What follows belongs to an exercise in optimizing a design on an open flow for small area; a production flow would make more cautious choices.
The RTL was checked by simulation tests, not by an equivalence proof against the original design.

==> v18 <==
Design ir_volume, start of the top module:
module ir_volume(clk, rst, ir_in, gtick, att_ack, att_sel_n, att_valid, att_byte, tens_we, ones_we, seg_tens, seg_ones);
==> flow/config.mk <==
export PLATFORM = sky130hd
export DESIGN_NAME = ir_volume
export DESIGN_NICKNAME = ir_volume
export VERILOG_FILES = /design/flow/design.v
export SDC_FILE = /design/flow/constraint.sdc
export NUM_CORES = 4
export LEC_CHECK = 0
export ABC_AREA = 1
export CAP_MARGIN = 20
export CORE_MARGIN = 2
export CORE_UTILIZATION = 80
export SLEW_MARGIN = 20
==> flow/constraint.sdc <==
create_clock -name core_clock -period 10.0 [get_ports {clk}]
set_input_delay 2.0000 -clock core_clock [delete_from_list [all_inputs] [get_ports {clk}]]
set_output_delay 2.0000 -clock core_clock [all_outputs]
set_load 0.01 [all_outputs]
standard.sh (not shown) runs the stock make flow with config.mk's settings and CLKGATE_MAP_FILE= SYNTH_SCRIPT=/design/flow/synth_recipe.tcl, a recipe that flattens the netlist after the stock synthesis.
==> flow/flow/run.sh <==
#!/bin/bash
# The standard layout (standard.sh) with these changes:
#  - synthesis maps the logic with ABC for area only (flow/area.abc) instead of
#    ORFS's delay-bounded mapping, buffering and sizing, and leaves adders to
#    ABC (no separate half/full adder cells); everything else in the
#    synthesis script (registers, names, flattening) is the standard flow's own;
#  - every input and output port gets the smallest buffer (buf_1);
#  - clock tree: clkbuf_8 buffers only, no dummy loads.
set -euo pipefail
here=$(pwd)
# synthesis script: the standard flow's, with the ABC call given flow/area.abc as its script
{
  head -n 1 synth_recipe.tcl
  cat <<EOT
proc abc {args} {
  set i [lsearch -exact \$args -script]
  if { \$i >= 0 } { set args [lreplace \$args \$i [expr {\$i + 1}] -script $here/flow/area.abc] }
  yosys abc {*}\$args
}
EOT
  tail -n +2 synth_recipe.tcl
} > area_synth.tcl
sed "s#SYNTH_SCRIPT=[^ ]*synth_recipe.tcl#SYNTH_SCRIPT=$here/area_synth.tcl ADDER_MAP_FILE=#" standard.sh > area_standard.sh
grep -q "SYNTH_SCRIPT=$here/area_synth.tcl ADDER_MAP_FILE=" area_standard.sh
export BUFFER_PORTS_ARGS="-buffer_cell sky130_fd_sc_hd__buf_1"
export CTS_ARGS="-sink_clustering_enable -repair_clock_nets -buf_list sky130_fd_sc_hd__clkbuf_8 -dont_use_dummy_load"
bash area_standard.sh > standard.log 2>&1
==> flow/flow/area.abc <==
strash
dch -f
amap
topo
==> v13 (differences from v18) <==
--- a/flow/design.v
+++ b/flow/design.v
@@ -712,22 +712,22 @@
   assign _0057_ = _0056_ & ~(st[0]);
   assign tens_we = _0057_ & ~(_0055_);
   assign _0058_ = ~(st[2] | st[1]);
   assign _0059_ = ~(_0058_ & st[0]);
   assign _0060_ = st[3] & ~(_0059_);
   assign _0061_ = ~gst[2];
   assign _0062_ = gst[0] & ~(gst[3]);
   assign _0063_ = _0061_ & ~(_0062_);
-  assign _0064_ = gst[0] & ~((~gst[1]));
+  assign _0064_ = gst[0] & ~(gst[1]);
   assign _0065_ = _0061_ & ~(_0064_);
   assign _0066_ = _0065_ | gst[3];
   assign _0067_ = _0063_ | ~(_0066_);
   assign _0068_ = _0067_ | flag;
-  assign _0069_ = (~sav[1]) & ~(_0068_);
+  assign _0069_ = sav[1] & ~(_0068_);
   assign _0070_ = _0063_ ^ ones[0];
   assign _0071_ = _0070_ & ~(flag);
   assign _0072_ = ~(ones[1] | ones[0]);
   assign _0073_ = ~(ones[1] & ones[0]);
   assign _0074_ = _0073_ & ~(_0072_);
   assign _0075_ = _0074_ | ~(_0071_);
   assign _0076_ = ~ones[2];
   assign _0077_ = _0076_ ? ones[1] : _0073_;
@@ -740,68 +740,68 @@
   assign _0084_ = ~(_0071_ & _0083_);
   assign _0085_ = _0072_ & ~(_0076_);
   assign _0086_ = ones[2] | ones[1];
   assign _0087_ = ones[0] & ~(_0086_);
   assign _0088_ = _0087_ & ~(ones[3]);
   assign _0089_ = _0088_ | _0085_;
   assign _0090_ = _0089_ | _0084_;
   assign _0091_ = ~(_0090_ | _0082_);
-  assign _0092_ = ~(gst[3] | (~gst[1]));
+  assign _0092_ = ~(gst[3] | gst[1]);
   assign _0093_ = _0063_ ? _0092_ : _0066_;
   assign _0094_ = _0071_ ^ _0083_;
   assign _0095_ = _0094_ | _0093_;
   assign _0096_ = ~(_0095_ | _0091_);
   assign _0097_ = ~(_0096_ | _0069_);
-  assign _0098_ = (~sav[2]) & ~(_0068_);
+  assign _0098_ = sav[2] & ~(_0068_);
   assign _0099_ = _0082_ & ~(_0093_);
   assign _0100_ = ~(_0099_ | _0098_);
-  assign _0101_ = (~sav[0]) & ~(_0068_);
+  assign _0101_ = sav[0] & ~(_0068_);
   assign _0102_ = ~(flag ^ ones[0]);
   assign _0103_ = _0102_ & ~(_0093_);
   assign _0104_ = ~(_0103_ | _0101_);
   assign _0105_ = _0100_ | ~(_0104_);
   assign _0106_ = _0097_ & ~(_0105_);
   assign _0107_ = ~_0104_;
   assign _0108_ = _0107_ & ~(_0097_);
-  assign _0109_ = (~sav[4]) & ~(_0068_);
+  assign _0109_ = sav[4] & ~(_0068_);
   assign _0110_ = ~_0093_;
   assign _0111_ = ~tens[0];
   assign _0112_ = _0091_ ^ _0111_;
   assign _0113_ = _0110_ & ~(_0112_);
   assign _0114_ = ~(_0113_ | _0109_);
   assign _0115_ = ~_0114_;
-  assign _0116_ = (~sav[6]) & ~(_0068_);
+  assign _0116_ = sav[6] & ~(_0068_);
   assign _0117_ = ~tens[1];
   assign _0118_ = tens[0] | ones[3];
   assign _0119_ = ~(tens[0] & ones[3]);
   assign _0120_ = _0117_ ? _0118_ : _0119_;
   assign _0121_ = _0091_ & ~(_0120_);
   assign _0122_ = ~(_0121_ & tens[2]);
   assign _0123_ = ~(_0121_ | tens[2]);
   assign _0124_ = _0123_ | _0093_;
   assign _0125_ = _0122_ & ~(_0124_);
   assign _0126_ = ~(_0125_ | _0116_);
   assign _0127_ = _0115_ & ~(_0126_);
-  assign _0128_ = _0068_ | ~((~sav[3]));
+  assign _0128_ = _0068_ | ~(sav[3]);
   assign _0129_ = _0077_ | ~(_0071_);
   assign _0130_ = ~(_0129_ & ones[3]);
   assign seg_ones[6] = ~_0080_;
   assign _0131_ = ~(ones[1] & ones[3]);
   assign _0132_ = ones[2] & ~(_0131_);
   assign seg_ones[0] = ~(_0132_ | _0089_);
   assign _0133_ = seg_ones[0] & ~(seg_ones[6]);
   assign _0134_ = _0133_ & _0071_;
   assign _0135_ = _0130_ & ~(_0134_);
   assign _0136_ = ~(_0135_ | _0093_);
   assign _0137_ = _0128_ & ~(_0136_);
   assign _0138_ = _0100_ & _0137_;
   assign _0139_ = _0127_ ? _0108_ : _0138_;
   assign _0140_ = ~(_0139_ | _0106_);
-  assign _0141_ = _0068_ | ~((~sav[5]));
+  assign _0141_ = _0068_ | ~(sav[5]);
   assign _0142_ = _0119_ & _0118_;
   assign _0143_ = _0091_ & ~(_0142_);
   assign _0144_ = _0143_ ^ _0117_;
   assign _0145_ = _0110_ & ~(_0144_);
   assign _0146_ = _0141_ & ~(_0145_);
   assign _0147_ = _0100_ & ~(_0108_);
   assign _0148_ = _0126_ & ~(_0146_);
   assign _0149_ = _0147_ & ~(_0148_);
@@ -809,17 +809,17 @@
   assign _0151_ = _0097_ & ~(_0107_);
   assign _0152_ = _0114_ & ~(_0151_);
   assign _0153_ = _0150_ | ~(_0152_);
   assign _0154_ = _0149_ & ~(_0153_);
   assign _0155_ = _0154_ | _0146_;
   assign _0156_ = _0155_ | _0140_;
   assign _0157_ = ~_0100_;
   assign _0158_ = _0157_ & ~(_0097_);
-  assign _0159_ = (~sav[7]) & ~(_0068_);
+  assign _0159_ = sav[7] & ~(_0068_);
   assign _0160_ = tens[2] ^ tens[1];
   assign _0161_ = _0121_ & ~(_0160_);
   assign _0162_ = _0161_ | tens[3];
   assign _0163_ = ~tens[3];
   assign _0164_ = _0161_ & ~(_0163_);
   assign _0165_ = _0164_ | _0093_;
   assign _0166_ = _0162_ & ~(_0165_);
   assign _0167_ = _0166_ | _0159_;
@@ -1036,40 +1036,40 @@
   assign _0362_ = ~(cmd[1] | nbits[1]);
   assign _0363_ = _0362_ | _0361_;
   assign _0364_ = nbits[3] | ~(nbits[4]);
   assign _0365_ = _0363_ & ~(_0364_);
   assign _0366_ = nbits[0] | ~(nbits[3]);
   assign _0367_ = _0355_ & ~(_0366_);
   assign _0368_ = _0367_ | _0352_;
   assign _0369_ = _0368_ | _0365_;
-  assign _0370_ = thr[1] | ~((~pcnt[1]));
+  assign _0370_ = thr[1] | ~(pcnt[1]);
   assign _0371_ = pcnt[0] & ~(thr[0]);
   assign _0372_ = _0370_ & ~(_0371_);
   assign _0373_ = thr[2] & ~(pcnt[2]);
-  assign _0374_ = thr[1] & ~((~pcnt[1]));
+  assign _0374_ = thr[1] & ~(pcnt[1]);
   assign _0375_ = _0374_ | _0373_;
   assign _0376_ = _0375_ | _0372_;
-  assign _0377_ = pcnt[3] & ~((~thr[3]));
+  assign _0377_ = pcnt[3] & ~(thr[3]);
   assign _0378_ = pcnt[2] & ~(thr[2]);
   assign _0379_ = _0378_ | _0377_;
   assign _0380_ = _0376_ & ~(_0379_);
-  assign _0381_ = (~thr[3]) & ~(pcnt[3]);
+  assign _0381_ = thr[3] & ~(pcnt[3]);
   assign _0382_ = thr[4] & ~(pcnt[4]);
   assign _0383_ = _0382_ | _0381_;
   assign _0384_ = _0383_ | _0380_;
   assign _0385_ = pcnt[4] & ~(thr[4]);
-  assign _0386_ = pcnt[5] & ~((~thr[5]));
+  assign _0386_ = pcnt[5] & ~(thr[5]);
   assign _0387_ = _0386_ | _0385_;
   assign _0388_ = _0384_ & ~(_0387_);
-  assign _0389_ = (~thr[6]) & ~(pcnt[6]);
-  assign _0390_ = (~thr[5]) & ~(pcnt[5]);
+  assign _0389_ = thr[6] & ~(pcnt[6]);
+  assign _0390_ = thr[5] & ~(pcnt[5]);
   assign _0391_ = _0390_ | _0389_;
   assign _0392_ = _0391_ | _0388_;
-  assign _0393_ = pcnt[6] & ~((~thr[6]));
+  assign _0393_ = pcnt[6] & ~(thr[6]);
   assign _0394_ = pcnt[8] | pcnt[7];
   assign _0395_ = _0394_ | _0393_;
   assign _0396_ = _0392_ & ~(_0395_);
   assign _0397_ = _0396_ ^ _0369_;
   assign _0398_ = _0344_ & ~(_0397_);
   assign _0399_ = ~(nbits[3] | nbits[1]);
   assign _0400_ = _0350_ | _0353_;
   assign _0401_ = _0399_ & ~(_0400_);
@@ -1119,17 +1119,17 @@
   assign _0436_ = att_valid & ~(att_ack);
   assign _0437_ = _0342_ | ~(_0336_);
   assign _0438_ = ir_in & ~(_0437_);
   assign _0439_ = _0339_ & ~(_0058_);
   assign _0440_ = ~(_0439_ | _0438_);
   assign _0441_ = ~(pcnt[7] & pcnt[6]);
   assign _0442_ = pcnt[8] & ~(_0441_);
   assign _0443_ = ~(pcnt[2] | pcnt[3]);
-  assign _0444_ = (~pcnt[1]) & pcnt[0];
+  assign _0444_ = pcnt[1] & pcnt[0];
   assign _0445_ = pcnt[4] & pcnt[5];
   assign _0446_ = _0445_ & _0444_;
   assign _0447_ = ~(_0446_ & _0443_);
   assign _0448_ = _0442_ & ~(_0447_);
   assign _0449_ = ~(_0448_ | _0440_);
   assign _0450_ = ~(_0449_ | _0436_);
   assign _0451_ = ~_0450_;
   assign _0452_ = _0058_ & ~(st[3]);
@@ -1138,27 +1138,27 @@
   assign _0455_ = st[3] ? _0058_ : _0059_;
   assign _0456_ = _0454_ & ~(_0455_);
   assign _0457_ = ~(_0456_ | _0453_);
   assign _0458_ = _0338_ & ~(_0341_);
   assign _0459_ = ~(cmd[0] | cmd[1]);
   assign _0460_ = ir_in & ~(_0459_);
   assign _0461_ = ~(_0460_ & _0458_);
   assign _0462_ = gap[2] | ~(gap[1]);
-  assign _0463_ = ~((~gap[6]) & gap[3]);
+  assign _0463_ = ~(gap[6] & gap[3]);
   assign _0464_ = _0463_ | _0462_;
   assign _0465_ = gap[5] & gap[4];
   assign _0466_ = gap[7] & ~(gap[0]);
   assign _0467_ = ~(_0466_ & _0465_);
   assign _0468_ = _0467_ | _0464_;
   assign _0469_ = ~(_0468_ | _0461_);
   assign _0470_ = ~(_0066_ | cmd[1]);
   assign _0471_ = ~(cmd[0] & cmd[1]);
   assign _0472_ = ~(_0471_ | _0067_);
-  assign _0473_ = ~((~gap[6]) | gap[7]);
+  assign _0473_ = ~(gap[6] | gap[7]);
   assign _0474_ = ~gap[3];
   assign _0475_ = gap[2] | gap[1];
   assign _0476_ = _0474_ & ~(_0475_);
   assign _0477_ = _0465_ & ~(_0476_);
   assign _0478_ = _0473_ & ~(_0477_);
   assign _0479_ = _0478_ | _0461_;
   assign _0480_ = _0479_ | _0472_;
   assign _0481_ = _0480_ | _0470_;
@@ -1178,32 +1178,32 @@
   assign _0495_ = _0451_ & ~(_0493_);
   assign _0496_ = _0495_ | rst;
   assign _0001_ = _0496_ | _0494_;
   assign _0497_ = tens_we & ~(_0067_);
   assign _0498_ = rst | ~(flag);
   assign _0499_ = _0498_ | ~(_0497_);
   assign _0500_ = tens[1] & ~(_0499_);
   assign _0501_ = _0497_ | rst;
-  assign _0502_ = (~sav[5]) & ~(_0501_);
+  assign _0502_ = sav[5] & ~(_0501_);
   assign _0002_ = _0502_ | _0500_;
   assign _0503_ = tens[0] & ~(_0499_);
-  assign _0504_ = (~sav[4]) & ~(_0501_);
+  assign _0504_ = sav[4] & ~(_0501_);
   assign _0003_ = _0504_ | _0503_;
   assign _0505_ = ~rst;
   assign _0506_ = ~(_0435_ & _0505_);
   assign _0507_ = _0506_ | ones[2];
   assign _0508_ = _0435_ | rst;
   assign _0509_ = _0100_ & ~(_0508_);
   assign _0004_ = _0507_ & ~(_0509_);
   assign _0510_ = ~(_0435_ | _0067_);
   assign _0511_ = _0498_ | ~(_0510_);
   assign _0512_ = ones[3] & ~(_0511_);
   assign _0513_ = _0510_ | rst;
-  assign _0514_ = (~sav[3]) & ~(_0513_);
+  assign _0514_ = sav[3] & ~(_0513_);
   assign _0005_ = _0514_ | _0512_;
   assign _0515_ = _0444_ & pcnt[2];
   assign _0516_ = _0515_ & pcnt[3];
   assign _0517_ = _0516_ & pcnt[4];
   assign _0518_ = _0517_ & pcnt[5];
   assign _0519_ = _0518_ & pcnt[6];
   assign _0520_ = _0519_ & pcnt[7];
   assign _0521_ = _0520_ | pcnt[8];
@@ -1229,17 +1229,17 @@
   assign _0011_ = _0535_ | _0534_;
   assign _0536_ = _0505_ & ~(_0488_);
   assign _0537_ = ~gap[1];
   assign _0538_ = gtick & gap[0];
   assign _0539_ = _0538_ & ~(_0537_);
   assign _0540_ = gap[3] & gap[2];
   assign _0541_ = ~(_0540_ & _0539_);
   assign _0542_ = _0465_ & ~(_0541_);
-  assign _0543_ = ~(_0542_ ^ (~gap[6]));
+  assign _0543_ = ~(_0542_ ^ gap[6]);
   assign _0012_ = _0536_ & ~(_0543_);
   assign _0544_ = flag & ~(_0458_);
   assign _0545_ = ~(_0072_ & _0076_);
   assign _0546_ = _0545_ | _0118_;
   assign _0547_ = ~(_0546_ | seg_tens[6]);
   assign _0548_ = _0547_ | cmd[0];
   assign _0549_ = ~cmd[0];
   assign _0550_ = _0547_ & ~(_0549_);
@@ -1253,20 +1253,20 @@
   assign _0558_ = _0548_ & ~(_0557_);
   assign _0013_ = _0558_ | _0544_;
   assign _0559_ = ~(_0444_ & _0433_);
   assign _0560_ = ~(_0559_ | _0443_);
   assign _0561_ = ~(_0560_ & _0339_);
   assign _0562_ = thr[0] & ~(_0561_);
   assign _0563_ = _0562_ & thr[1];
   assign _0564_ = _0563_ & thr[2];
-  assign _0565_ = _0564_ & (~thr[3]);
+  assign _0565_ = _0564_ & thr[3];
   assign _0566_ = _0565_ & thr[4];
-  assign _0567_ = _0566_ & (~thr[5]);
-  assign _0568_ = _0567_ ^ (~thr[6]);
+  assign _0567_ = _0566_ & thr[5];
+  assign _0568_ = _0567_ ^ thr[6];
   assign _0014_ = _0568_ & ~(_0452_);
   assign _0569_ = _0541_ | ~(gap[4]);
   assign _0570_ = _0569_ ^ gap[5];
   assign _0015_ = _0536_ & ~(_0570_);
   assign _0571_ = _0541_ ^ gap[4];
   assign _0016_ = _0536_ & ~(_0571_);
   assign _0572_ = ~gap[2];
   assign _0573_ = _0539_ & ~(_0572_);
@@ -1276,17 +1276,17 @@
   assign _0018_ = _0536_ & ~(_0575_);
   assign _0576_ = _0538_ ^ _0537_;
   assign _0019_ = _0536_ & ~(_0576_);
   assign _0577_ = ~(_0468_ & gtick);
   assign _0578_ = gap[0] ? gtick : _0577_;
   assign _0020_ = _0536_ & ~(_0578_);
   assign _0579_ = _0486_ | _0485_;
   assign _0580_ = _0579_ | ~(gst[0]);
-  assign _0581_ = (~gst[1]) & ~(_0580_);
+  assign _0581_ = gst[1] & ~(_0580_);
   assign _0582_ = gst[2] & ~(_0581_);
   assign _0583_ = _0481_ & ~(_0582_);
   assign _0584_ = _0583_ | _0580_;
   assign _0585_ = gap[5] | gap[4];
   assign _0586_ = _0585_ | _0540_;
   assign _0587_ = _0586_ | gap[7];
   assign _0588_ = _0486_ & ~(_0473_);
   assign _0589_ = ~(_0588_ & _0452_);
@@ -1319,81 +1319,81 @@
   assign _0610_ = nbits[0] & ~(_0609_);
   assign _0611_ = _0596_ & ~(_0399_);
   assign _0612_ = nbits[4] & ~(_0611_);
   assign _0613_ = _0399_ & ~(nbits[0]);
   assign _0614_ = _0346_ & ~(_0613_);
   assign _0615_ = _0614_ | _0612_;
   assign _0616_ = _0344_ & ~(_0615_);
   assign _0027_ = _0616_ | _0610_;
-  assign _0617_ = (~sav[2]) & ~(_0513_);
+  assign _0617_ = sav[2] & ~(_0513_);
   assign _0618_ = ones[2] & ~(_0511_);
   assign _0028_ = _0618_ | _0617_;
   assign _0619_ = _0549_ & ~(_0481_);
   assign _0620_ = ~(_0619_ | _0591_);
   assign _0029_ = _0620_ & ~(_0583_);
-  assign _0621_ = (~sav[1]) & ~(_0513_);
+  assign _0621_ = sav[1] & ~(_0513_);
   assign _0622_ = ones[1] & ~(_0511_);
   assign _0030_ = _0622_ | _0621_;
   assign _0623_ = tens[3] & ~(_0528_);
   assign _0624_ = _0167_ & ~(_0530_);
   assign _0031_ = _0624_ | _0623_;
-  assign _0625_ = (~sav[0]) & ~(_0513_);
+  assign _0625_ = sav[0] & ~(_0513_);
   assign _0626_ = ones[0] & ~(_0511_);
   assign _0032_ = _0626_ | _0625_;
   assign _0627_ = gst[3] | ~(_0581_);
-  assign _0628_ = _0580_ & ~((~gst[1]));
+  assign _0628_ = _0580_ & ~(gst[1]);
   assign _0629_ = _0628_ | _0592_;
   assign _0033_ = _0627_ & ~(_0629_);
-  assign _0630_ = (~sav[6]) & ~(_0501_);
+  assign _0630_ = sav[6] & ~(_0501_);
   assign _0631_ = tens[2] & ~(_0499_);
   assign _0034_ = _0631_ | _0630_;
-  assign _0632_ = _0566_ | (~thr[5]);
+  assign _0632_ = _0566_ | thr[5];
   assign _0633_ = _0567_ | _0452_;
   assign _0035_ = _0632_ & ~(_0633_);
   assign _0634_ = _0565_ | thr[4];
   assign _0635_ = _0566_ | _0452_;
   assign _0036_ = _0634_ & ~(_0635_);
-  assign _0636_ = _0564_ | (~thr[3]);
+  assign _0636_ = _0564_ | thr[3];
   assign _0637_ = _0565_ | _0452_;
   assign _0037_ = _0636_ & ~(_0637_);
   assign _0638_ = _0563_ | thr[2];
   assign _0639_ = _0564_ | _0452_;
   assign _0038_ = _0638_ & ~(_0639_);
   assign _0640_ = _0562_ | thr[1];
   assign _0641_ = _0563_ | _0452_;
   assign _0039_ = _0640_ & ~(_0641_);
   assign _0642_ = thr[0] | ~(_0561_);
   assign _0643_ = _0562_ | _0452_;
   assign _0040_ = _0642_ & ~(_0643_);
-  assign _0644_ = ~(_0542_ & (~gap[6]));
+  assign _0644_ = ~(_0542_ & gap[6]);
   assign _0645_ = _0644_ ^ gap[7];
   assign _0041_ = _0536_ & ~(_0645_);
   assign _0646_ = _0519_ | pcnt[7];
   assign _0647_ = _0520_ | _0440_;
   assign _0042_ = _0646_ & ~(_0647_);
   assign _0648_ = _0518_ | pcnt[6];
   assign _0649_ = _0519_ | _0440_;
   assign _0043_ = _0648_ & ~(_0649_);
   assign _0650_ = _0506_ | ones[3];
   assign _0651_ = _0137_ & ~(_0508_);
   assign _0044_ = _0650_ & ~(_0651_);
   assign _0652_ = _0517_ | pcnt[5];
   assign _0653_ = _0518_ | _0440_;
   assign _0045_ = _0652_ & ~(_0653_);
-  assign _0654_ = (~sav[7]) & ~(_0501_);
+  assign _0654_ = sav[7] & ~(_0501_);
   assign _0655_ = tens[3] & ~(_0499_);
   assign _0046_ = _0655_ | _0654_;
   assign _0656_ = _0516_ ^ pcnt[4];
   assign _0047_ = _0656_ & ~(_0440_);
   assign _0657_ = _0515_ ^ pcnt[3];
   assign _0048_ = _0657_ & ~(_0440_);
   assign _0658_ = _0444_ ^ pcnt[2];
   assign _0049_ = _0658_ & ~(_0440_);
-  assign _0659_ = (~pcnt[1]) ^ pcnt[0];
+  assign _0659_ = pcnt[1] ^ pcnt[0];
   assign _0050_ = _0659_ & ~(_0440_);
   assign _0051_ = _0440_ | ~(pcnt[0]);
   assign _0660_ = _0449_ & ~(_0433_);
   assign _0661_ = _0454_ & ~(_0437_);
   assign _0662_ = _0661_ | _0344_;
   assign _0663_ = ~(_0662_ | _0660_);
   assign _0052_ = ~(_0663_ & _0536_);
   assign _0053_ = _0434_ & ~(rst);
@@ -1423,17 +1423,17 @@
     st[1] <= _0054_;
   always @(posedge clk)
     st[2] <= _0052_;
   always @(posedge clk)
     st[3] <= _0053_;
   always @(posedge clk)
     pcnt[0] <= _0051_;
   always @(posedge clk)
-    pcnt[1] <= ~(_0050_);
+    pcnt[1] <= _0050_;
   always @(posedge clk)
     pcnt[2] <= _0049_;
   always @(posedge clk)
     pcnt[3] <= _0048_;
   always @(posedge clk)
     pcnt[4] <= _0047_;
   always @(posedge clk)
     pcnt[5] <= _0045_;
@@ -1445,45 +1445,45 @@
     pcnt[8] <= _0006_;
   always @(posedge clk)
     thr[0] <= _0040_;
   always @(posedge clk)
     thr[1] <= _0039_;
   always @(posedge clk)
     thr[2] <= _0038_;
   always @(posedge clk)
-    thr[3] <= ~(_0037_);
+    thr[3] <= _0037_;
   always @(posedge clk)
     thr[4] <= _0036_;
   always @(posedge clk)
-    thr[5] <= ~(_0035_);
+    thr[5] <= _0035_;
   always @(posedge clk)
-    thr[6] <= ~(_0014_);
+    thr[6] <= _0014_;
   always @(posedge clk)
     gst[2] <= _0029_;
   always @(posedge clk)
     gst[3] <= _0026_;
   always @(posedge clk)
     gst[0] <= _0021_;
   always @(posedge clk)
-    gst[1] <= ~(_0033_);
+    gst[1] <= _0033_;
   always @(posedge clk)
     gap[0] <= _0020_;
   always @(posedge clk)
     gap[1] <= _0019_;
   always @(posedge clk)
     gap[2] <= _0018_;
   always @(posedge clk)
     gap[3] <= _0017_;
   always @(posedge clk)
     gap[4] <= _0016_;
   always @(posedge clk)
     gap[5] <= _0015_;
   always @(posedge clk)
-    gap[6] <= ~(_0012_);
+    gap[6] <= _0012_;
   always @(posedge clk)
     gap[7] <= _0041_;
   always @(posedge clk)
     tens[0] <= _0011_;
   always @(posedge clk)
     tens[1] <= _0010_;
   always @(posedge clk)
     tens[2] <= _0009_;
@@ -1493,31 +1493,31 @@
     ones[0] <= _0008_;
   always @(posedge clk)
     ones[1] <= _0007_;
   always @(posedge clk)
     ones[2] <= _0004_;
   always @(posedge clk)
     ones[3] <= _0044_;
   always @(posedge clk)
-    sav[4] <= ~(_0003_);
+    sav[4] <= _0003_;
   always @(posedge clk)
-    sav[5] <= ~(_0002_);
+    sav[5] <= _0002_;
   always @(posedge clk)
-    sav[6] <= ~(_0034_);
+    sav[6] <= _0034_;
   always @(posedge clk)
-    sav[7] <= ~(_0046_);
+    sav[7] <= _0046_;
   always @(posedge clk)
-    sav[0] <= ~(_0032_);
+    sav[0] <= _0032_;
   always @(posedge clk)
-    sav[1] <= ~(_0030_);
+    sav[1] <= _0030_;
   always @(posedge clk)
-    sav[2] <= ~(_0028_);
+    sav[2] <= _0028_;
   always @(posedge clk)
-    sav[3] <= ~(_0005_);
+    sav[3] <= _0005_;
   always @(posedge clk)
     flag <= _0013_;
   always @(posedge clk)
     cmd[0] <= _0000_[0];
   always @(posedge clk)
     cmd[1] <= _0000_[1];
   assign seg_ones[7] = 1'h0;
   assign seg_tens[7] = 1'h0;
--- a/flow/flow/run.sh
+++ b/flow/flow/run.sh
@@ -1,16 +1,16 @@
 #!/bin/bash
 # The standard layout (standard.sh) with these changes:
 #  - synthesis maps the logic with ABC for area only (flow/area.abc) instead of
 #    ORFS's delay-bounded mapping, buffering and sizing, and leaves adders to
 #    ABC (no separate half/full adder cells); everything else in the
 #    synthesis script (registers, names, flattening) is the standard flow's own;
 #  - every input and output port gets the smallest buffer (buf_1);
-#  - clock tree: clkbuf_8 buffers only, no dummy loads.
+#  - clock tree: clkbuf_4 buffers, sinks clustered by up to 14, no dummy loads.
 set -euo pipefail
 here=$(pwd)
 # synthesis script: the standard flow's, with the ABC call given flow/area.abc as its script
 {
   head -n 1 synth_recipe.tcl
   cat <<EOT
 proc abc {args} {
   set i [lsearch -exact \$args -script]
Settings changed: CORE_UTILIZATION 80 to 40.
==> comparison <==
- In v13 the synthesized cell count is larger than in v18, by about 3.5%.
- Area after synthesis: v18 is lower than v13 (about 0.6%).
- v18 died in global placement without I/O on GPL-0301. v13 completed without violations.
==> figures <==
metric	v13	v18
Row count	34	23
Fraction of the mapped netlist area in compound gates	0.3056	0.3181
Chip Width	97.55 um	69.96 um
Initial Utilization	0.4074	0.8518
Synth top area share	0.3202	0.3221
Outcome	finished clean	aborted with a tool error
Failing step	-	global placement without I/O
Post-synthesis share of cell area spent on and, or, nand and nor gates	0.2798	0.2800
Cell area after synthesis	3501 um^2	3481 um^2
Number of instances in the synthesized netlist	532	514
Library cells used by synthesis	42	46
Die extent in y	97.55 um	69.96 um

## what the ideal ports hide
The results above use ideal ports. As a check the final layout listed here was re-extracted and re-timed, cells and wires unchanged.
Step 1, drivers: a clkbuf_16 drives clk and a buf_2 each remaining input, both assumed.
Step 2 adds t to the input delays and takes it off the output delays; t is the mean of the earliest and latest rising clock arrival at the registers after step 1. Input paths then give back, and output paths get back, about the clock's delay inside the block.
Slacks: ideal ports / drivers / drivers and shift; pairs: ideal ports / drivers.
run: v13
t (ns): 0.329
slack for setup (ns): 1.818 / 1.786 / 2.115
hold WS [ns]: 0.401 / 0.401 / 0.401
After both steps setup and hold are still met in v13. For v13, drivers alone change the setup slack by -0.032 ns; drivers and shift together by +0.297 ns.
